This design comes from an exercise in tuning for small area, a short achievable clock period and few clock cycles on the open sky130 flow, not from production work.
The RTL was checked by simulation tests, not by an equivalence proof against the original design.

==> flow/design.v (outline; a module is shown in full before it is edited, if it fits) <==
// module fp64_add: 132 lines
// module pfx_add: 35 lines
// module lzc64: 35 lines
// module fp64_mul: 105 lines
// module fp64_booth: 17 lines
// module fp64_mul_tree: 4970 lines
// module fft_tw_rom: 203 lines
// module fft_r2c: 274 lines
module fft_r2c (
    input  wire        clk,
    input  wire        rst,
    input  wire        start,
    input  wire [2:0]  lg,
    input  wire [9:0]  x_base,
    input  wire [9:0]  y_base,
    output reg         done,
    output reg         mem_req,
    output reg         mem_we,
    output reg  [9:0]  mem_addr,
    output reg  [63:0] mem_wdata,
    input  wire        mem_gnt,
    input  wire [63:0] mem_rdata
);
  // ...
==> flow/run.sh <==
#!/bin/bash
# synth_recipe.tcl (not shown) runs the flow's synth.tcl, then flattens the netlist and writes it again
# the make line also repeats each setting of config.mk as NAME=value (left out here)
make -C /OpenROAD-flow-scripts/flow DESIGN_CONFIG=/design/flow/config.mk WORK_HOME=/design/flow/orfs CLKGATE_MAP_FILE= SYNTH_SCRIPT=/design/flow/synth_recipe.tcl finish
==> flow/config.mk <==
export PLATFORM = sky130hd
export DESIGN_NAME = fft_r2c
export DESIGN_NICKNAME = fft_r2c
export VERILOG_FILES = /design/flow/design.v
export SDC_FILE = /design/flow/constraint.sdc
export NUM_CORES = 8
export LEC_CHECK = 0
export CAP_MARGIN = 20
export CORE_MARGIN = 2
export CORE_UTILIZATION = 25
export PLACE_DENSITY = 0.4
export SLEW_MARGIN = 20
export SYNTH_MEMORY_MAX_BITS = 32768
==> flow/constraint.sdc <==
create_clock -name core_clock -period 30.0 [get_ports {clk}]
set_input_delay 6.0000 -clock core_clock [delete_from_list [all_inputs] [get_ports {clk}]]
set_output_delay 6.0000 -clock core_clock [all_outputs]
set_load 0.01 [all_outputs]
==> notes.md, run 1 <==
Grt met2 use: 36.9%
Register bit count reported by yosys: 1264
Synth Area in XOR/XNOR: 8.68%
Cell taking the most area after synthesis: edfxtp_1
# port buffers: 167
GR peak layer: met2
Status: timing/DRC/antenna clean
Ant diodes: 10
Fraction of area in multi-input gates: 56.1%
Cell mode on critical path: fa_1
Period utilization: 33.3%
Clock Pin Slew Worst Setup and Hold Paths: 0.06 ns
Distinct cell type count after synthesis: 104
Slew Limit Fails: 0
# setup viols final: 0
Arr. time, crit path: 10.57 ns
Hold-fix buffers at CTS: 0
Max clock buf depth: 4
Root Driver: clkbuf_16
Non-clock inverter count: 1021
Clock Skew: 0.109 ns
Post-synthesis mux area share: 7.89%
Routed length per instance: 32.6 um
Syn Std Cell Area: 121000 um^2
TritonCTS Buffers: 163
Clk cell area share: 4.09%
Multi-input logic area: 75700 um^2
# rows: 255
Fin. Hold Viols: 0
Iter 0 DRT Violations: 14200
Util after Layout: 28.0%
Pin count of the biggest net entering global routing: 129
Testbench counts, summed over its fixed seeds: cycles 289,368.
==> module fp64_add, before the edit <==
module fp64_add (
    input  wire        clk,
    input  wire        en,
    input  wire        v,
    input  wire [63:0] a,
    input  wire [63:0] b,
    input  wire        sub,
    output reg  [63:0] y
);
    localparam [63:0] QNAN = 64'h7FF8_0000_0000_0000;
    wire        sa = a[63];
    wire        sb = b[63] ^ sub;
    wire [10:0] ea = a[62:52];
    wire [10:0] eb = b[62:52];
    wire        a_max = &ea;
    wire        b_max = &eb;
    wire        a_fz  = a[51:0] == 0;
    wire        b_fz  = b[51:0] == 0;
    wire        a_nan = a_max & ~a_fz;
    wire        b_nan = b_max & ~b_fz;
    wire        a_inf = a_max & a_fz;
    wire        b_inf = b_max & b_fz;
    wire        a_en  = ea != 0;
    wire        b_en  = eb != 0;
    wire [52:0] ma = {a_en, a[51:0]};
    wire [52:0] mb = {b_en, b[51:0]};
    wire [10:0] xa = {ea[10:1], ea[0] | ~a_en};
    wire [10:0] xb = {eb[10:1], eb[0] | ~b_en};
    wire [10:0] dab, dba;
    wire        c_ab;
    pfx_add #(.W(11)) u_dab (.a(xa), .b(~xb), .cin(1'b1), .s(dab), .cout(c_ab));    
    pfx_add #(.W(11)) u_dba (.a(xb), .b(~xa), .cin(1'b1), .s(dba), .cout());
    wire        e_ge = c_ab;
    wire        e_eq = xa == xb;
    wire [10:0] d    = e_ge ? dab : dba;
    wire [5:0]  dsh  = (d[10:6] != 0) ? 6'd63 : d[5:0];
    wire [52:0] mx   = e_ge ? ma : mb;
    wire [52:0] my   = e_ge ? mb : ma;
    wire [10:0] x_big = e_ge ? xa : xb;
    wire [6:0]  tz_a, tz_b;
    reg  [52:0] ra, rb;
    integer     k;
    always @(*)
        for (k = 0; k < 53; k = k + 1) begin
            ra[k] = ma[52 - k];
            rb[k] = mb[52 - k];
        end
    lzc64 u_tza (.x({ra, 11'h7FF}), .n(tz_a));
    lzc64 u_tzb (.x({rb, 11'h7FF}), .n(tz_b));
    wire [6:0]  tz_y  = e_ge ? tz_b : tz_a;
    wire        my_nz = e_ge ? (mb != 0) : (ma != 0);
    wire        stk   = my_nz && ({1'b0, tz_y} + 8'd3 < {2'b00, dsh});
    wire [55:0] al    = {my, 3'b000} >> dsh;
    wire        f_ge;
    pfx_add #(.W(53)) u_fcmp (.a(ma), .b(~mb), .cin(1'b1), .s(), .cout(f_ge));
    wire        swp   = e_eq & ~f_ge;
    wire [52:0] big   = swp ? mb : mx;
    wire [55:0] alf   = swp ? {ma, 3'b000} : {al[55:1], al[0] | stk};
    wire        s_big = swp ? sb : (e_ge ? sa : sb);
    wire        esub  = sa ^ sb;
    reg  [52:0] r1_mb;
    reg  [56:0] r1_al;        
    reg  [10:0] r1_x;
    reg         r1_s, r1_sub, r1_nan, r1_inf, r1_isg, r1_zsg, r1_v;
    always @(posedge clk)
        if (en) begin
            r1_mb  <= big;
            r1_al  <= {esub, alf ^ {56{esub}}};
            r1_x   <= x_big;
            r1_s   <= s_big;
            r1_sub <= esub;
            r1_nan <= a_nan | b_nan | (a_inf & b_inf & (sa != sb));
            r1_inf <= a_inf | b_inf;
            r1_isg <= a_inf ? sa : sb;
            r1_zsg <= sa & sb;
            r1_v   <= v;
        end
    wire [56:0] sum;
    pfx_add #(.W(57)) u_sum (.a({1'b0, r1_mb, 3'b000}), .b(r1_al), .cin(r1_sub), .s(sum), .cout());
    wire [6:0]  lpos = 7'd56 - {1'b0, r1_x[5:0]};
    wire        lon  = (r1_x[10:6] == 0) && (r1_x[5:0] <= 6'd56);
    reg  [55:0] lmask;
    integer     j;
    always @(*)
        for (j = 0; j < 56; j = j + 1)
            lmask[j] = lon && (lpos == j);
    wire [6:0]  lz;
    lzc64 u_lz (.x({sum[55:0] | lmask, 8'hFF}), .n(lz));
    reg  [56:0] r2_sum;
    reg  [5:0]  r2_lz;
    reg  [10:0] r2_x;
    reg         r2_s, r2_nan, r2_inf, r2_isg, r2_zsg, r2_z, r2_v;
    always @(posedge clk)
        if (en) begin
            r2_sum <= sum;
            r2_lz  <= lz[5:0];
            r2_x   <= r1_x;
            r2_s   <= r1_s;
            r2_nan <= r1_nan;
            r2_inf <= r1_inf;
            r2_isg <= r1_isg;
            r2_zsg <= r1_zsg;
            r2_z   <= sum == 0;
            r2_v   <= r1_v;
        end
    wire        top  = r2_sum[56];
    wire [55:0] nrm  = top ? {r2_sum[56:2], r2_sum[1] | r2_sum[0]} : (r2_sum[55:0] << r2_lz);
    wire [11:0] ex0  = top ? {1'b0, r2_x} + 12'd1 : {1'b0, r2_x} - {6'd0, r2_lz};
    wire [11:0] ex1  = top ? {1'b0, r2_x} + 12'd2 : {1'b0, r2_x} - {6'd0, r2_lz} + 12'd1;
    wire        rnd_up = nrm[2] & (nrm[1] | nrm[0] | nrm[3]);
    wire [52:0] inc;
    wire        inc_c;
    pfx_add #(.W(53)) u_inc (.a(nrm[55:3]), .b(53'd0), .cin(1'b1), .s(inc), .cout(inc_c));
    wire        cy   = rnd_up & inc_c;                  
    wire [52:0] mr   = rnd_up ? inc : nrm[55:3];
    wire [11:0] ex_r = cy ? ex1 : ex0;
    reg  [63:0] y3;
    always @(*) begin
        if (r2_nan)
            y3 = QNAN;
        else if (r2_inf)
            y3 = {r2_isg, 11'h7FF, 52'd0};
        else if (r2_z)
            y3 = {r2_zsg, 63'd0};
        else if (ex_r >= 12'd2047)
            y3 = {r2_s, 11'h7FF, 52'd0};
        else
            y3 = {r2_s, (mr[52] | cy) ? ex_r[10:0] : 11'd0, mr[51:0]};
    end
    always @(posedge clk)
        if (en && r2_v) y <= y3;
endmodule
==> module fft_r2c, before the edit <==
module fft_r2c (
    input  wire        clk,
    input  wire        rst,
    input  wire        start,
    input  wire [2:0]  lg,
    input  wire [9:0]  x_base,
    input  wire [9:0]  y_base,
    output reg         done,
    output reg         mem_req,
    output reg         mem_we,
    output reg  [9:0]  mem_addr,
    output reg  [63:0] mem_wdata,
    input  wire        mem_gnt,
    input  wire [63:0] mem_rdata
);
    localparam [1:0] K_BF = 2'd0,    
                     K_L2 = 2'd1,    
                     K_BR = 2'd2;    
    reg  [2:0]  lgr;
    reg  [9:0]  xb, yb;
    reg         run;
    reg         seq_end;
    reg         in_br;
    reg  [2:0]  lm;           
    reg  [6:0]  cnt;          
    reg  [7:0]  bi;           
    reg         cv;           
    reg  [1:0]  ck;
    reg  [7:0]  cp, cq;
    reg  [6:0]  ct;           
    wire [7:0]  low   = (8'd1 << lm) - 8'd1;
    wire [7:0]  cnt8  = {1'b0, cnt};
    wire [7:0]  bf_p  = (cnt8 & low) | ((cnt8 & ~low) << 1);
    wire [7:0]  bf_q  = bf_p | (8'd1 << lm);
    wire [6:0]  bf_t  = (cnt & low[6:0]) << (3'd7 - lm);
    wire [6:0]  nh1   = (7'd1 << lgr) - 7'd1;
    wire [7:0]  nmax  = (8'd2 << lgr) - 8'd1;
    reg  [7:0]  rev8;
    integer     k;
    always @(*)
        for (k = 0; k < 8; k = k + 1)
            rev8[k] = bi[7 - k];
    wire [7:0]  br    = rev8 >> (3'd7 - lgr);
    reg  [2:0]  r;            
    reg         d0v, d1v, d2v, d3b;
    reg  [1:0]  d0k, d1k, d2k;
    reg  [7:0]  d0p, d0q, d1p, d1q, d2q, d3q;
    reg  [6:0]  d0t, d1t, d2t;
    wire d0b = d0v && (d0k != K_BR);
    wire d1b = d1v && (d1k != K_BR);
    wire d2b = d2v && (d2k != K_BR);
    wire d0r = d0v && (d0k == K_BR);
    wire d1r = d1v && (d1k == K_BR);
    wire hz0  = d0b && (cp == d0p || cp == d0q || cq == d0p || cq == d0q);
    wire hz1  = d1b && (cp == d1p || cp == d1q || cq == d1p || cq == d1q);
    wire take = cv && ((ck == K_BR) ? !(d0b || d1b || d2b) : !(hz0 || hz1));
    wire       bnd = (r == 3'd7);
    wire [2:0] r_n = r + 3'd1;
    wire       n0v = bnd ? take : d0v;
    wire [1:0] n0k = bnd ? ck   : d0k;
    wire [7:0] n0p = bnd ? cp   : d0p;
    wire [7:0] n0q = bnd ? cq   : d0q;
    wire [6:0] n0t = bnd ? ct   : d0t;
    wire       n1v = bnd ? d0v  : d1v;
    wire [1:0] n1k = bnd ? d0k  : d1k;
    wire [7:0] n1p = bnd ? d0p  : d1p;
    wire [7:0] n1q = bnd ? d0q  : d1q;
    wire [6:0] n1t = bnd ? d0t  : d1t;
    wire       n2v = bnd ? d1v  : d2v;
    wire [1:0] n2k = bnd ? d1k  : d2k;
    wire [7:0] n2q = bnd ? d1q  : d2q;
    wire [6:0] n2t = bnd ? d1t  : d2t;
    wire       n3b = bnd ? d2b  : d3b;
    wire [7:0] n3q = bnd ? d2q  : d3q;
    wire n1b = n1v && (n1k != K_BR);
    wire n2b = n2v && (n2k != K_BR);
    wire n0r = n0v && (n0k == K_BR);
    wire n1r = n1v && (n1k == K_BR);
    reg        a_req, a_we, a_y;
    reg  [1:0] a_src;
    reg  [7:0] a_el;
    always @(*) begin
        a_req = 1'b0; a_we = r_n[0]; a_y = 1'b0; a_src = 2'd0; a_el = n0p;
        case (r_n)
            3'd0: begin a_req = n0v; a_el = n0p; end
            3'd1: if (n1b)      begin a_req = 1'b1; a_el = n1p; a_src = 2'd0; end
                  else if (n1r) begin a_req = 1'b1; a_el = n1p; a_y = 1'b1; a_src = 2'd3; end
            3'd2: begin a_req = n0v; a_el = n0q; end
            3'd3: if (n3b)      begin a_req = 1'b1; a_el = n3q; a_y = 1'b1; a_src = 2'd2; end
                  else if (n0r) begin a_req = 1'b1; a_el = n0q; a_src = 2'd3; end
            3'd4: begin a_req = n0v; a_el = n0p; a_y = 1'b1; end
            3'd5: if (n1b)      begin a_req = 1'b1; a_el = n1p; a_y = 1'b1; a_src = 2'd0; end
                  else if (n0r) begin a_req = 1'b1; a_el = n0p; a_src = 2'd3; end
            3'd6: begin a_req = n0v; a_el = n0q; a_y = 1'b1; end
            3'd7: if (n2b)      begin a_req = 1'b1; a_el = n2q; a_src = 2'd1; end
                  else if (n0r) begin a_req = 1'b1; a_el = n0q; a_y = 1'b1; a_src = 2'd3; end
        endcase
    end
    wire [9:0] a_addr = (a_y ? yb : xb) + {2'b00, a_el};
    wire rem = cv || !seq_end || d0v || d1b || (d1r && r == 3'd0) || d2b || (d3b && r < 3'd3);
    reg        k_p, k_t1, k_ma, k_mas, k_wa, k_wb;
    reg        k_ao, k_aom, k_bo, k_bom, k_fz, k_fzs;
    reg        k_av, k_sub, k_p2;
    always @(*) begin
        k_p = 0; k_t1 = 0; k_ma = 0; k_mas = 0; k_wa = 0; k_wb = 0;
        k_ao = 0; k_aom = 0; k_bo = 0; k_bom = 0; k_fz = 0; k_fzs = 0;
        k_av = 0; k_sub = 0; k_p2 = !r[0];
        case (r)
            3'd0: begin
                k_p = d0v;
                if (d1b) begin k_av = 1; k_ma = 1; end                
            end
            3'd1: begin
                if (d2b) begin                                        
                    k_wa = 1; k_ao = 1; k_aom = 1; k_bo = 1; k_bom = 1;
                    k_fz = d2k == K_L2; k_fzs = 0;      
                end
            end
            3'd2: begin
                k_p = d0r;
                if (d0b) begin k_ao = 1; k_bo = 1; end                
                if (d1b) begin k_ma = 1; k_mas = 1; end               
                if (d2b) begin k_av = 1; k_sub = 1; end               
            end
            3'd3: begin
                if (d0b) begin k_av = 1; k_sub = 1; end               
            end
            3'd4: begin
                k_p = d0v;
                if (d0b) k_av = 1;                                    
            end
            3'd5: begin
                if (d1b) begin                                        
                    k_ao = 1; k_aom = 1; k_bo = 1; k_bom = 1; k_fz = d1k == K_L2; k_fzs = 1;   
                end
                if (d2b) k_wb = 1;                                    
            end
            3'd6: begin
                k_p = d0r; k_t1 = d0b;
                if (d0b) begin k_ao = 1; k_bo = 1; end                
                if (d1b) begin k_ma = 1; k_av = 1; end                
            end
            3'd7: begin
                if (d0b) begin k_av = 1; k_sub = 1; end               
            end
        endcase
    end
    wire [7:0] k_tw = (r == 3'd0) ? {1'b0, d2t} :
                      (r == 3'd1 || r == 3'd2 || r == 3'd5 || r == 3'd6) ? {1'b0, d1t} + 8'd64 :
                      {1'b0, d1t};
    reg        c_v, c_p, c_t1, c_ma, c_mas, c_wa, c_wb;
    reg        c_ao, c_aom, c_bo, c_bom, c_fz, c_fzs;
    reg        c_av, c_sub, c_p2;
    reg  [63:0] P, T1, MA, AOP, BOP, WA, WB;
    wire [63:0] add_y, mul_y;
    wire [63:0] rom_val;
    wire [13:0] bo_one, bo_two, bo_neg;
    reg  [13:0] b_one, b_two, b_neg;
    reg  [10:0] b_e;
    reg         b_s, b_z;
    fft_tw_rom u_rom (.idx(k_tw), .val(rom_val));
    fp64_booth u_booth (.b(rom_val), .p2(k_p2), .one(bo_one), .two(bo_two), .neg(bo_neg));
    always @(posedge clk) begin
        b_one <= bo_one;
        b_two <= bo_two;
        b_neg <= bo_neg;
        b_e   <= rom_val[62:52];
        b_s   <= rom_val[63];
        b_z   <= rom_val[62:0] == 63'd0;
    end
    wire step = c_v;
    wire [63:0] mul_r;        
    fp64_add u_add (.clk(clk), .en(step), .v(c_av), .a(AOP), .b(BOP), .sub(c_sub), .y(add_y));
    fp64_mul u_mul (.clk(clk), .en(step), .p2(c_p2), .a(MA), .one(b_one), .two(b_two), .neg(b_neg),
                    .eb(b_e), .sb(b_s), .bz(b_z), .y(mul_y), .yr(mul_r));
    always @(posedge clk)
        if (step) begin
            if (c_p)  P   <= mem_rdata;
            if (c_t1) T1  <= add_y;
            if (c_ma) MA  <= c_mas ? add_y : T1;
            if (c_wa) WA  <= add_y;
            if (c_wb) WB  <= add_y;
            if (c_ao) AOP <= c_aom ? mul_y : P;
            if (c_bo) BOP <= c_fz ? {c_fzs, 63'd0} : c_bom ? mul_r : mem_rdata;
        end
    wire adv = !mem_req || mem_gnt;
    always @(posedge clk)
        if (!mem_we)
            mem_wdata <= (a_src == 2'd0) ? add_y : (a_src == 2'd1) ? WA : (a_src == 2'd2) ? WB : P;
    always @(posedge clk) begin
        c_p <= k_p; c_t1 <= k_t1; c_ma <= k_ma; c_mas <= k_mas; c_wa <= k_wa; c_wb <= k_wb;
        c_ao <= k_ao; c_aom <= k_aom; c_bo <= k_bo; c_bom <= k_bom; c_fz <= k_fz; c_fzs <= k_fzs;
        c_av <= k_av; c_sub <= k_sub; c_p2 <= k_p2;
        if (rst) begin
            run     <= 1'b0;
            done    <= 1'b0;
            mem_req <= 1'b0;
            c_v     <= 1'b0;
        end else begin
            done <= 1'b0;
            c_v  <= run && adv;
            if (!run) begin
                mem_req <= 1'b0;
                if (start) begin
                    lgr     <= lg;
                    xb      <= x_base;
                    yb      <= y_base;
                    run     <= 1'b1;
                    r       <= 3'd7;
                    d0v     <= 1'b0;
                    d1v     <= 1'b0;
                    d2v     <= 1'b0;
                    d3b     <= 1'b0;
                    cv      <= 1'b1;
                    ck      <= (lg == 3'd0) ? K_L2 : K_BF;
                    cp      <= 8'd0;
                    cq      <= 8'd1 << lg;
                    ct      <= 7'd0;
                    lm      <= lg;
                    cnt     <= 7'd1;
                    in_br   <= 1'b0;
                    bi      <= 8'd1;
                    seq_end <= (lg == 3'd0);
                end
            end else begin
                if (adv) begin
                    if (!rem) begin
                        run     <= 1'b0;
                        done    <= 1'b1;
                        mem_req <= 1'b0;
                    end else begin
                        r   <= r_n;
                        d0v <= n0v; d0k <= n0k; d0p <= n0p; d0q <= n0q; d0t <= n0t;
                        d1v <= n1v; d1k <= n1k; d1p <= n1p; d1q <= n1q; d1t <= n1t;
                        d2v <= n2v; d2k <= n2k; d2q <= n2q; d2t <= n2t;
                        d3b <= n3b; d3q <= n3q;
                        mem_req   <= a_req;
                        mem_we    <= a_we;
                        mem_addr  <= a_addr;
                    end
                end
                if (adv && bnd && take) begin
                    cv <= 1'b0;
                end else if (!cv && !seq_end) begin
                    if (!in_br) begin
                        cv <= 1'b1;
                        ck <= (lm == 3'd0) ? K_L2 : K_BF;
                        cp <= bf_p;
                        cq <= bf_q;
                        ct <= bf_t;
                        if (cnt == nh1) begin
                            cnt <= 7'd0;
                            if (lm == 3'd0) begin
                                in_br   <= 1'b1;
                                seq_end <= (lgr == 3'd0);
                            end else
                                lm <= lm - 3'd1;
                        end else
                            cnt <= cnt + 7'd1;
                    end else begin
                        if (bi < br) begin
                            cv <= 1'b1;
                            ck <= K_BR;
                            cp <= bi;
                            cq <= br;
                        end
                        if (bi == nmax) seq_end <= 1'b1;
                        bi <= bi + 8'd1;
                    end
                end
            end
        end
    end
endmodule
==> run 2, diff against run 1 <==
--- a/flow/design.v
+++ b/flow/design.v
@@ -5,7 +5,8 @@
     input  wire [63:0] a,
     input  wire [63:0] b,
     input  wire        sub,
-    output reg  [63:0] y
+    output reg  [63:0] y,
+    output wire [63:0] yr
 );
     localparam [63:0] QNAN = 64'h7FF8_0000_0000_0000;
     wire        sa = a[63];
@@ -127,6 +128,7 @@
         else
             y3 = {r2_s, (mr[52] | cy) ? ex_r[10:0] : 11'd0, mr[51:0]};
     end
+    assign yr = y3;
     always @(posedge clk)
         if (en && r2_v) y <= y3;
 endmodule
@@ -5539,10 +5541,10 @@
             rev8[k] = bi[7 - k];
     wire [7:0]  br    = rev8 >> (3'd7 - lgr);
     reg  [2:0]  r;            
-    reg         d0v, d1v, d2v, d3b;
+    reg         d0v, d1v, d2v;
     reg  [1:0]  d0k, d1k, d2k;
-    reg  [7:0]  d0p, d0q, d1p, d1q, d2q, d3q;
-    reg  [6:0]  d0t, d1t, d2t;
+    reg  [7:0]  d0p, d0q, d1p, d1q, d2q;
+    reg  [6:0]  d0t, d1t;
     wire d0b = d0v && (d0k != K_BR);
     wire d1b = d1v && (d1k != K_BR);
     wire d2b = d2v && (d2k != K_BR);
@@ -5550,7 +5552,7 @@
     wire d1r = d1v && (d1k == K_BR);
     wire hz0  = d0b && (cp == d0p || cp == d0q || cq == d0p || cq == d0q);
     wire hz1  = d1b && (cp == d1p || cp == d1q || cq == d1p || cq == d1q);
-    wire take = cv && ((ck == K_BR) ? !(d0b || d1b || d2b) : !(hz0 || hz1));
+    wire take = cv && ((ck == K_BR) ? !(d0b || d1b) : !(hz0 || hz1));
     wire       bnd = (r == 3'd7);
     wire [2:0] r_n = r + 3'd1;
     wire       n0v = bnd ? take : d0v;
@@ -5566,90 +5568,87 @@
     wire       n2v = bnd ? d1v  : d2v;
     wire [1:0] n2k = bnd ? d1k  : d2k;
     wire [7:0] n2q = bnd ? d1q  : d2q;
-    wire [6:0] n2t = bnd ? d1t  : d2t;
-    wire       n3b = bnd ? d2b  : d3b;
-    wire [7:0] n3q = bnd ? d2q  : d3q;
     wire n1b = n1v && (n1k != K_BR);
     wire n2b = n2v && (n2k != K_BR);
     wire n0r = n0v && (n0k == K_BR);
     wire n1r = n1v && (n1k == K_BR);
-    reg        a_req, a_we, a_y;
-    reg  [1:0] a_src;
+    reg        a_req, a_we, a_y, a_p;
     reg  [7:0] a_el;
     always @(*) begin
-        a_req = 1'b0; a_we = r_n[0]; a_y = 1'b0; a_src = 2'd0; a_el = n0p;
+        a_req = 1'b0; a_we = r_n[0]; a_y = 1'b0; a_p = 1'b0; a_el = n0p;
         case (r_n)
             3'd0: begin a_req = n0v; a_el = n0p; end
-            3'd1: if (n1b)      begin a_req = 1'b1; a_el = n1p; a_src = 2'd0; end
-                  else if (n1r) begin a_req = 1'b1; a_el = n1p; a_y = 1'b1; a_src = 2'd3; end
+            3'd1: if (n1b)      begin a_req = 1'b1; a_el = n1p; end
+                  else if (n1r) begin a_req = 1'b1; a_el = n1p; a_y = 1'b1; a_p = 1'b1; end
             3'd2: begin a_req = n0v; a_el = n0q; end
-            3'd3: if (n3b)      begin a_req = 1'b1; a_el = n3q; a_y = 1'b1; a_src = 2'd2; end
-                  else if (n0r) begin a_req = 1'b1; a_el = n0q; a_src = 2'd3; end
+            3'd3: if (n2b)      begin a_req = 1'b1; a_el = n2q; end
+                  else if (n0r) begin a_req = 1'b1; a_el = n0q; a_p = 1'b1; end
             3'd4: begin a_req = n0v; a_el = n0p; a_y = 1'b1; end
-            3'd5: if (n1b)      begin a_req = 1'b1; a_el = n1p; a_y = 1'b1; a_src = 2'd0; end
-                  else if (n0r) begin a_req = 1'b1; a_el = n0p; a_src = 2'd3; end
+            3'd5: if (n1b)      begin a_req = 1'b1; a_el = n1p; a_y = 1'b1; end
+                  else if (n0r) begin a_req = 1'b1; a_el = n0p; a_p = 1'b1; end
             3'd6: begin a_req = n0v; a_el = n0q; a_y = 1'b1; end
-            3'd7: if (n2b)      begin a_req = 1'b1; a_el = n2q; a_src = 2'd1; end
-                  else if (n0r) begin a_req = 1'b1; a_el = n0q; a_y = 1'b1; a_src = 2'd3; end
+            3'd7: if (n2b)      begin a_req = 1'b1; a_el = n2q; a_y = 1'b1; end
+                  else if (n0r) begin a_req = 1'b1; a_el = n0q; a_y = 1'b1; a_p = 1'b1; end
         endcase
     end
     wire [9:0] a_addr = (a_y ? yb : xb) + {2'b00, a_el};
-    wire rem = cv || !seq_end || d0v || d1b || (d1r && r == 3'd0) || d2b || (d3b && r < 3'd3);
-    reg        k_p, k_t1, k_ma, k_mas, k_wa, k_wb;
+    wire rem = cv || !seq_end || d0v || d1b || (d1r && r == 3'd0) || (d2b && r != 3'd7);
+    reg        k_p, k_t1, k_ma, k_mas;
     reg        k_ao, k_aom, k_bo, k_bom, k_fz, k_fzs;
-    reg        k_av, k_sub, k_p2;
+    reg        k_aw, k_sub, k_p2;
     always @(*) begin
-        k_p = 0; k_t1 = 0; k_ma = 0; k_mas = 0; k_wa = 0; k_wb = 0;
+        k_p = 0; k_t1 = 0; k_ma = 0; k_mas = 0;
         k_ao = 0; k_aom = 0; k_bo = 0; k_bom = 0; k_fz = 0; k_fzs = 0;
-        k_av = 0; k_sub = 0; k_p2 = !r[0];
+        k_aw = 0; k_sub = 0; k_p2 = r[0];
         case (r)
             3'd0: begin
                 k_p = d0v;
-                if (d1b) begin k_av = 1; k_ma = 1; end                
+                if (d1b) k_aw = 1;                                    
+                if (d2b) begin k_ao = 1; k_aom = 1; end               
             end
             3'd1: begin
+                if (d1b) begin k_ma = 1; k_mas = 1; end               
                 if (d2b) begin                                        
-                    k_wa = 1; k_ao = 1; k_aom = 1; k_bo = 1; k_bom = 1;
-                    k_fz = d2k == K_L2; k_fzs = 0;      
+                    k_bo = 1; k_bom = 1; k_fz = d2k == K_L2; k_fzs = 0;    
                 end
             end
             3'd2: begin
                 k_p = d0r;
                 if (d0b) begin k_ao = 1; k_bo = 1; end                
-                if (d1b) begin k_ma = 1; k_mas = 1; end               
-                if (d2b) begin k_av = 1; k_sub = 1; end               
+                if (d2b) begin k_aw = 1; k_sub = 1; end               
             end
             3'd3: begin
-                if (d0b) begin k_av = 1; k_sub = 1; end               
+                k_sub = 1;                                            
             end
             3'd4: begin
                 k_p = d0v;
-                if (d0b) k_av = 1;                                    
+                if (d0b) k_aw = 1;                                    
+                if (d1b) begin k_ao = 1; k_aom = 1; end               
             end
             3'd5: begin
+                if (d0b) k_t1 = 1;                                    
                 if (d1b) begin                                        
-                    k_ao = 1; k_aom = 1; k_bo = 1; k_bom = 1; k_fz = d1k == K_L2; k_fzs = 1;   
+                    k_bo = 1; k_bom = 1; k_fz = d1k == K_L2; k_fzs = 1;    
+                    k_ma = 1;
                 end
-                if (d2b) k_wb = 1;                                    
             end
             3'd6: begin
-                k_p = d0r; k_t1 = d0b;
+                k_p = d0r;
                 if (d0b) begin k_ao = 1; k_bo = 1; end                
-                if (d1b) begin k_ma = 1; k_av = 1; end                
+                if (d1b) k_aw = 1;                                    
             end
             3'd7: begin
-                if (d0b) begin k_av = 1; k_sub = 1; end               
+                k_sub = 1;                                            
+                if (d0b) k_ma = 1;                                    
             end
         endcase
     end
-    wire [7:0] k_tw = (r == 3'd0) ? {1'b0, d2t} :
-                      (r == 3'd1 || r == 3'd2 || r == 3'd5 || r == 3'd6) ? {1'b0, d1t} + 8'd64 :
-                      {1'b0, d1t};
-    reg        c_v, c_p, c_t1, c_ma, c_mas, c_wa, c_wb;
+    wire [7:0] k_tw = r[1] ? {1'b0, d1t} : {1'b0, d1t} + 8'd64;
+    reg        c_v, c_p, c_t1, c_ma, c_mas;
     reg        c_ao, c_aom, c_bo, c_bom, c_fz, c_fzs;
-    reg        c_av, c_sub, c_p2;
-    reg  [63:0] P, T1, MA, AOP, BOP, WA, WB;
-    wire [63:0] add_y, mul_y;
+    reg        c_aw, c_sub, c_p2;
+    reg  [63:0] P, T1, MA, AOP, BOP;
+    wire [63:0] add_y, add_r, mul_y;
     wire [63:0] rom_val;
     wire [13:0] bo_one, bo_two, bo_neg;
     reg  [13:0] b_one, b_two, b_neg;
@@ -5666,28 +5665,25 @@
         b_z   <= rom_val[62:0] == 63'd0;
     end
     wire step = c_v;
-    wire [63:0] mul_r;        
-    fp64_add u_add (.clk(clk), .en(step), .v(c_av), .a(AOP), .b(BOP), .sub(c_sub), .y(add_y));
+    fp64_add u_add (.clk(clk), .en(step), .v(c_aw), .a(AOP), .b(BOP), .sub(c_sub), .y(add_y), .yr(add_r));
     fp64_mul u_mul (.clk(clk), .en(step), .p2(c_p2), .a(MA), .one(b_one), .two(b_two), .neg(b_neg),
-                    .eb(b_e), .sb(b_s), .bz(b_z), .y(mul_y), .yr(mul_r));
+                    .eb(b_e), .sb(b_s), .bz(b_z), .y(mul_y), .yr());
     always @(posedge clk)
         if (step) begin
             if (c_p)  P   <= mem_rdata;
-            if (c_t1) T1  <= add_y;
-            if (c_ma) MA  <= c_mas ? add_y : T1;
-            if (c_wa) WA  <= add_y;
-            if (c_wb) WB  <= add_y;
+            if (c_t1) T1  <= add_r;
+            if (c_ma) MA  <= c_mas ? add_r : T1;
             if (c_ao) AOP <= c_aom ? mul_y : P;
-            if (c_bo) BOP <= c_fz ? {c_fzs, 63'd0} : c_bom ? mul_r : mem_rdata;
+            if (c_bo) BOP <= c_fz ? {c_fzs, 63'd0} : c_bom ? mul_y : mem_rdata;
         end
     wire adv = !mem_req || mem_gnt;
     always @(posedge clk)
         if (!mem_we)
-            mem_wdata <= (a_src == 2'd0) ? add_y : (a_src == 2'd1) ? WA : (a_src == 2'd2) ? WB : P;
+            mem_wdata <= a_p ? P : add_y;
     always @(posedge clk) begin
-        c_p <= k_p; c_t1 <= k_t1; c_ma <= k_ma; c_mas <= k_mas; c_wa <= k_wa; c_wb <= k_wb;
+        c_p <= k_p; c_t1 <= k_t1; c_ma <= k_ma; c_mas <= k_mas;
         c_ao <= k_ao; c_aom <= k_aom; c_bo <= k_bo; c_bom <= k_bom; c_fz <= k_fz; c_fzs <= k_fzs;
-        c_av <= k_av; c_sub <= k_sub; c_p2 <= k_p2;
+        c_aw <= k_aw; c_sub <= k_sub; c_p2 <= k_p2;
         if (rst) begin
             run     <= 1'b0;
             done    <= 1'b0;
@@ -5707,7 +5703,6 @@
                     d0v     <= 1'b0;
                     d1v     <= 1'b0;
                     d2v     <= 1'b0;
-                    d3b     <= 1'b0;
                     cv      <= 1'b1;
                     ck      <= (lg == 3'd0) ? K_L2 : K_BF;
                     cp      <= 8'd0;
@@ -5729,8 +5724,7 @@
                         r   <= r_n;
                         d0v <= n0v; d0k <= n0k; d0p <= n0p; d0q <= n0q; d0t <= n0t;
                         d1v <= n1v; d1k <= n1k; d1p <= n1p; d1q <= n1q; d1t <= n1t;
-                        d2v <= n2v; d2k <= n2k; d2q <= n2q; d2t <= n2t;
-                        d3b <= n3b; d3q <= n3q;
+                        d2v <= n2v; d2k <= n2k; d2q <= n2q;
                         mem_req   <= a_req;
                         mem_we    <= a_we;
                         mem_addr  <= a_addr;
==> run 2 against run 1 <==
  * Highest routed layer unchanged
  * Still clean
  * First-iteration DRC count is 15% lower
  * Clock skew is 0.017 ns higher
  * Largest cell class unchanged
  * Maximum frequency is 2.7% lower
==> notes.md, run 2 <==
Clock Pin Slew Worst Setup and Hold Paths: 0.06 ns (about the same)
FF/Latch Area: 33100 um^2
Cell taking the most area after synthesis: edfxtp_1
Max_slew headroom: 15.9%
Setup slack at placement: 19.72 ns
Most common cell after layout, fill and taps aside: edfxtp_1
Top FF cell, synth: edfxtp_1
Startpoint Class: register
Remaining DRCs: 0
Syn Nets: 13300
Multi-input logic area: 74500 um^2 (-1.6%)
Detailed-route via count: 99600
Final setup margin: 19.73 ns
Num Clock Sinks: 1120
Max Freq: 0.0974 GHz
Cells after synthesis: 12100
# rows: 249 (-2.4%)
Die W: 683 um
WHS: 0.401 ns
Post-DP Area: 123000 um^2
Hold Crit Start: u_add.r1_v
GRT Resource Usage Total: 23.7%
Cts repair resizes: 0
Critical R2R Capture: u_mul.r_m[54]
Drt pass-1 iters: 7
Routed WL: 573 mm
Yosys top cell area share: 27.5%
Die Height: 683 um
Reg2Reg Depth: 27
Worst Path Max Fanout: 26
Core area: 460000 um^2
Most instantiated cells after synthesis: edfxtp_1, inv_1, nand2_1, xnor2_1, a22oi_1
Register bit count reported by yosys: 1120 (-11%)
Number of synthesized flops with an enable pin: 1055
Commonest non-fill, non-tap cells in the layout: edfxtp_1, inv_1, nand2_1
End point of the worst hold path: u_add.r2_v
Antenna violations before repair: 25
Root Driver: clkbuf_16
RePlAce Congestion: 1.03
CTS HTree Levels: 4
Iter 0 DRT Violations: 12000 (-15%)
Drt via density: 5.53
Period utilization: 34.2% (+0.92 points)
Clock Skew: 0.125 ns (+0.0167 ns)
Nets@finish: 13000
Layout cell share with drive strength beyond 1: 9.95%
Vias in the first global route: 97900
Max clock buf depth: 4 (unchanged)
Crit. End Element: register
Syn Std Cell Area: 115000 um^2 (-4.3%)
Most common cell in the netlist: edfxtp_1
Distinct cell type count after synthesis: 109 (+4.8%)
Area grow syn2layout: 11.2%
Antenna viol nets, final: 0
Crit Reg-Reg Startpoint: b_neg[0]
Fin cells: 18000
WP data required: 30.57 ns
Avg Cell Area, Syn: 9.53 um^2
Hold-fix buffers at CTS: 0 (unchanged)
Grt total ovfl: 0
Sequential area share after synthesis: 28.6%
Setup repair bufs after CTS: 0
CTS tree: built
Placed Cells: 17700
CP Class: register to register
Arr. time, crit path: 10.84 ns (+0.27 ns)
Final Instance Area: 128000 um^2
Global-route wire length before repair: 798 mm
Hpwl dp: 423 mm
Hold crit path type: register to register
Die area: 467000 um^2
Setup tns final: 0 ns
Initial Util: 25.1%
TritonCTS Buffers: 148 (-9.2%)
Fin. Hold Viols: 0 (unchanged)
Hold Path Cell Cnt: 0
Max_cap viols: 0
Clock Latency Late Sink: 0.94 ns
Ys async rst share: 0%
Minimum clock period: 10.27 ns
RSZ-0062 raised after global routing: false
Top post-synthesis cells by area: edfxtp_1, fa_1, xnor2_1
Slew Limit Fails: 0 (unchanged)
# port buffers: 167 (unchanged)
# setup viols final: 0 (unchanged)
Least-Margin Pin Slew: 1.26 ns
Pin count of the biggest net entering global routing: 144 (+12%)
Routed length per instance: 31.8 um (-2.4%)
Status: timing/DRC/antenna clean
Syn. warnings: 10
Reg-to-reg slack, setup: 19.73 ns
# fillers: 48800
IO Pins: 168
## run 2: layout make-up
class                   count  share of cell area [%]
well taps                6149                    6.00
clock inverters            78                   0.655
clock buffers             185                    3.12
inverters                1078                    3.16
flip-flops and latches   1120                    25.8
multi-input cells        8902                    58.1
diodes                     12                  0.0234
repair buffers            487                    3.20
## run 2: metal layers
metal | vias up | track usage, % | share of wire, %
met5 | - | 0 | 0.020
met4 | 16 | 11.9 | 6.1
met3 | 1122 | 4.37 | 8.0
met2 | 5058 | 36.9 | 44
met1 | 50600 | 31.5 | 42
li1 | 42900 | - | -
## run 2: cells by family (layout without fill, tap and decap cells)
family | count (synthesis) | in the layout | synth area share [%]
AO/OA/AOI/OAI | 3019 | 3019 | 18.0
XOR/XNOR | 1202 | 1202 | 9.13
adder cells (fa/ha/maj) | 1133 | 1133 | 17.3
buffers and inverters | 2077 | 1828 | 6.99
flip-flops | 1120 | 1120 | 28.6
multiplexers | 692 | 692 | 8.21
other | 0 | 12 | 0
AND/OR/NAND/NOR | 2856 | 2856 | 11.8
## run 2: critical path, cell delays in order (launching register included)
cell	delay [ns]
dfxtp_1	0.30
buf_4	0.23
inv_2	0.47
buf_4	0.60
xnor2_1	0.20
fa_1	0.56
inv_1	0.05
fa_1	0.47
inv_1	0.05
fa_1	0.47
inv_1	0.05
fa_1	0.51
fa_1	0.60
fa_1	0.47
ha_1	0.35
o21a_1	0.11
o21ai_0	0.15
or2_2	0.39
o21ai_0	0.49
a311oi_1	0.10
a21oi_1	0.83
a21oi_1	0.33
nor4b_1	0.69
o2111ai_1	0.22
a211oi_1	0.55
a21oi_1	0.26
o21ai_0	0.26
xnor2_1	0.09
## run 2: worst max path at each step
stage,startpoint,endpoint,slack (ns),cells past startpoint
final,b_neg[0],u_mul.r_m[54],19.73,27
after global routing,b_neg[0],u_mul.r_m[54],19.26,27
after global placement,b_neg[0],u_mul.r_m[54],19.79,29
after floorplan,c_v,AOP[0],18.29,1
after detailed placement,b_neg[0],u_mul.r_m[54],19.72,27
after CTS,b_neg[0],u_mul.r_m[54],19.70,27
## run 2: through the flow
step / util (%)
2_1_floorplan: -
3_3_place_gp: 26.8
3_5_place_dp: 26.8
4_1_cts: 27.9
5_1_grt: 27.9
6_report: 27.9
Testbench counts of run 2, summed over its fixed seeds: cycles 288,816.
==> run 3, diff against run 2 <==
==> flow/flow/run.sh (new file) <==
#!/bin/bash
set -euo pipefail
export SETUP_SLACK_MARGIN=23
bash standard.sh finish > flow_make.log 2>&1
==> flow/standard.sh (new file) <==
#!/bin/bash
# synth_recipe.tcl (not shown) runs the flow's synth.tcl, then flattens the netlist and writes it again
# the make line also repeats each setting of config.mk as NAME=value (left out here)
make -C /OpenROAD-flow-scripts/flow DESIGN_CONFIG=/design/flow/config.mk WORK_HOME=/design/flow/orfs CLKGATE_MAP_FILE= SYNTH_SCRIPT=/design/flow/synth_recipe.tcl "${@:-finish}"
removed: flow/run.sh
==> run 3 against run 2 <==
  * Still clean on timing, DRC and antenna
  * Clock skew shrank 0.034 ns
  * Critical path depth grew 1
  * Cell count grew 1.4%
  * First-iteration DRC count grew 1.7%
  * Flip-flop and latch count is the same
  * Routed wire length grew 7.4%
  * Via count grew 3.3%
  * Global-route usage grew 1.7 points
  * Clock-buffer cell count shrank 12
  * Register-to-register slack gained 2.4 ns
==> notes.md, run 3 <==
Most common cell in the netlist: edfxtp_1
Most common cell after layout, fill and taps aside: edfxtp_1
Remaining DRCs: 0 (unchanged)
Arr. time, crit path: 8.45 ns (-2.39 ns)
Reg-to-reg slack, setup: 22.17 ns (+2.43 ns)
Setup tns final: 0 ns (unchanged)
Register bit count reported by yosys: 1120 (unchanged)
Slowest CP cell: fa_1
Area grow syn2layout: 17.0%
Final Instance Area: 135000 um^2 (+5.1%)
# setup viols final: 0 (unchanged)
Max_slew headroom: 11.3% (-4.6 points)
Syn. warnings: 10 (unchanged)
Num Clock Sinks: 1120 (unchanged)
Die Height: 683 um (unchanged)
Minimum clock period: 7.83 ns (-2.43 ns)
Max_cap viols: 0 (unchanged)
WP data required: 30.62 ns (+0.05 ns)
Slew Limit Fails: 0 (unchanged)
Antenna violations before repair: 29 (+16%)
Die W: 683 um (unchanged)
Most instantiated cells after synthesis: edfxtp_1, inv_1, nand2_1, xnor2_1, a22oi_1
Startpoint Class: register
CTS tree: built
Grt total ovfl: 0 (unchanged)
Crit Reg-Reg Startpoint: MA[22]
Reg2Reg Depth: 28 (+3.7%)
Hold crit path type: register to register
Period utilization: 26.1% (-8.1 points)
Least-Margin Pin Slew: 1.32 ns (+0.0620 ns)
Hpwl dp: 431 mm (+1.9%)
GRT Resource Usage Total: 25.4% (+1.7 points)
Fin cells: 18300 (+1.4%)
Syn Nets: 13300 (unchanged)
# port buffers: 167 (unchanged)
Root Driver: clkbuf_16
Die area: 467000 um^2 (unchanged)
IO Pins: 168 (unchanged)
Hold Crit Start: u_add.r1_isg
Commonest non-fill, non-tap cells in the layout: edfxtp_1, inv_1, nand2_1
Hold-fix buffers at CTS: 0 (unchanged)
Worst Path Max Fanout: 29 (+12%)
Yosys top cell area share: 27.5% (unchanged)
Cell mode on critical path: fa_1
Drt pass-1 iters: 9 (+2)
Ys async rst share: 0% (unchanged)
Iter 0 DRT Violations: 12200 (+1.7%)
Nets@finish: 13200 (+2.0%)
# rows: 249 (unchanged)
Post-DP Area: 124000 um^2 (+0.41%)
Placed Cells: 17800 (+0.096%)
CP Class: register to register
Core area: 460000 um^2 (unchanged)
Routed WL: 616 mm (+7.4%)
Clock Latency Late Sink: 0.91 ns (-0.03 ns)
Vias in the first global route: 101000 (+3.1%)
Detailed-route via count: 103000 (+3.3%)
End point of the worst hold path: u_add.r2_isg
Max Freq: 0.128 GHz (+31%)
Fin. Hold Viols: 0 (unchanged)
RePlAce Congestion: 0.978 (-5.1%)
Pin count of the biggest net entering global routing: 135 (-6.3%)
CTS HTree Levels: 4 (unchanged)
Hold Path Cell Cnt: 0 (unchanged)
CP peak stage delay: 0.56 ns (-0.27 ns)
Worst Setup SP: MA[22]
Crit. End Element: register
RSZ-0062 raised after global routing: true
Cells after synthesis: 12100 (unchanged)
Top post-synthesis cells by area: edfxtp_1, fa_1, xnor2_1
Antenna viol nets, final: 0 (unchanged)
Drt via density: 5.64 (+1.9%)
Top FF cell, synth: edfxtp_1
Layout cell share with drive strength beyond 1: 15.7% (+5.8 points)
Distinct cell type count after synthesis: 109 (unchanged)
Global-route wire length before repair: 845 mm (+6.0%)
Initial Util: 25.1% (unchanged)
Clock Skew: 0.0913 ns (-0.0341 ns)
Syn Std Cell Area: 115000 um^2 (unchanged)
Routed length per instance: 33.7 um (+5.9%)
Sequential area share after synthesis: 28.6% (unchanged)
Number of synthesized flops with an enable pin: 1055 (unchanged)
Critical R2R Capture: u_mul.r_m[31]
Max clock buf depth: 4 (unchanged)
Status: timing/DRC/antenna clean
Clock Pin Slew Worst Setup and Hold Paths: 0.07 ns (about the same)
Cell taking the most area after synthesis: edfxtp_1
TritonCTS Buffers: 151 (+2.0%)
Avg Cell Area, Syn: 9.53 um^2 (unchanged)
==> run 3: cell counts after synthesis <==
Identical to the previous run, type by type.
==> run 3: worst max-delay path by stage <==
stage	depth (start not counted)	end	slack, ns
after floorplan	5	lm[0]	22.72
after global placement	24	u_mul.r_m[56]	20.87
after detailed placement	24	u_mul.r_m[56]	20.85
after CTS	26	u_mul.r_m[56]	22.23
after global routing	29	u_mul.r_m[31]	22.05
final	28	u_mul.r_m[31]	22.17
==> run 3: cell type report <==
class                      instances  area, um^2
clock buffer                     173        3950
multi-input combinational       8911       76900
tap                             6149        7690
inverter                        1078        4110
clock inverter                    90         908
antenna                           14        35.0
sequential                      1120       33100
timing repair buffer             731        8140
fill                           48400      325000
==> run 3: kinds of logic (layout without fill, tap and decap cells) <==
group / Yosys count / in the layout / share of synthesized area (%)
other cells: 0 / 14 / 0
mux: 692 / 692 / 8.21
fa+ha+maj: 1133 / 1133 / 17.3
buf+inv: 2077 / 2072 / 6.99
xor+xnor: 1202 / 1202 / 9.13
compound gates: 3019 / 3021 / 18.0
flops: 1120 / 1120 / 28.6
simple gates: 2856 / 2863 / 11.8
==> run 3: timing repair <==
| action | CTS | global route |
|---|---|---|
| setup endpoints to repair | 447 | 399 |
| pin swaps | 172 | 82 |
| gates cloned | 39 | 5 |
| gates resized for setup | 934 | 177 |
| setup buffers | 155 | 38 |
==> run 3: critical path: cells and delay by family (launching register included) <==
family	cells	cell delay [ns]
and+or+nand+nor	2	0.19
DFF	1	0.43
xor gates and xnor gates	2	0.26
buffers and inverters	6	0.64
adders and majority gates	7	3.25
AOI/OAI and AO/OA	11	2.64
==> run 3: layer usage <==
metal	wire length, um	track usage (%)	share of wire, %	up-vias
li1	-	-	-	43500
met1	255000	33.5	41	52800
met2	271000	39.5	44	5389
met3	51100	5.01	8.3	1315
met4	38200	13.1	6.2	8
met5	55	0	0.0089	-
==> run 3: metrics by stage <==
step	setup slack (ns)	utilization, %	hold slack (ns)
after floorplan	22.72	-	0.386
after global placement	20.87	26.9	0.391
after detailed placement	20.85	26.9	0.402
after CTS	22.23	29.1	0.415
after global routing	22.05	29.3	0.422
final	22.17	29.4	0.412

separate check: timing with driven ports:
Ports are ideal in the flow. The routed layouts listed here were re-timed in OpenROAD. Step 1, drivers: a clkbuf_16 drives clk and a buf_2 each remaining input, both assumed. Step 2 also shifts input and output timing later by t, the mid clock arrival at the registers, as if the neighbouring blocks saw the same clock. Three values: ideal ports, drivers, drivers and shift; two values: the first two.
run | t (ns) | slack for setup (ns) | worst setup path at the end | clock arrival spread, ns | slew at the worst register clock pin (ns)
run 1 | 0.986 | 20.006 / 20.006 / 20.006 | register to register | 0.109 / 0.110 | 0.09 / 0.09
run 2 | 0.986 | 19.732 / 19.732 / 19.732 | register to register | 0.129 / 0.129 | 0.07 / 0.07
run 3 | 0.981 | 22.167 / 22.167 / 22.167 | register to register | 0.095 / 0.096 | 0.07 / 0.07
After both steps every run listed still meets setup and hold.
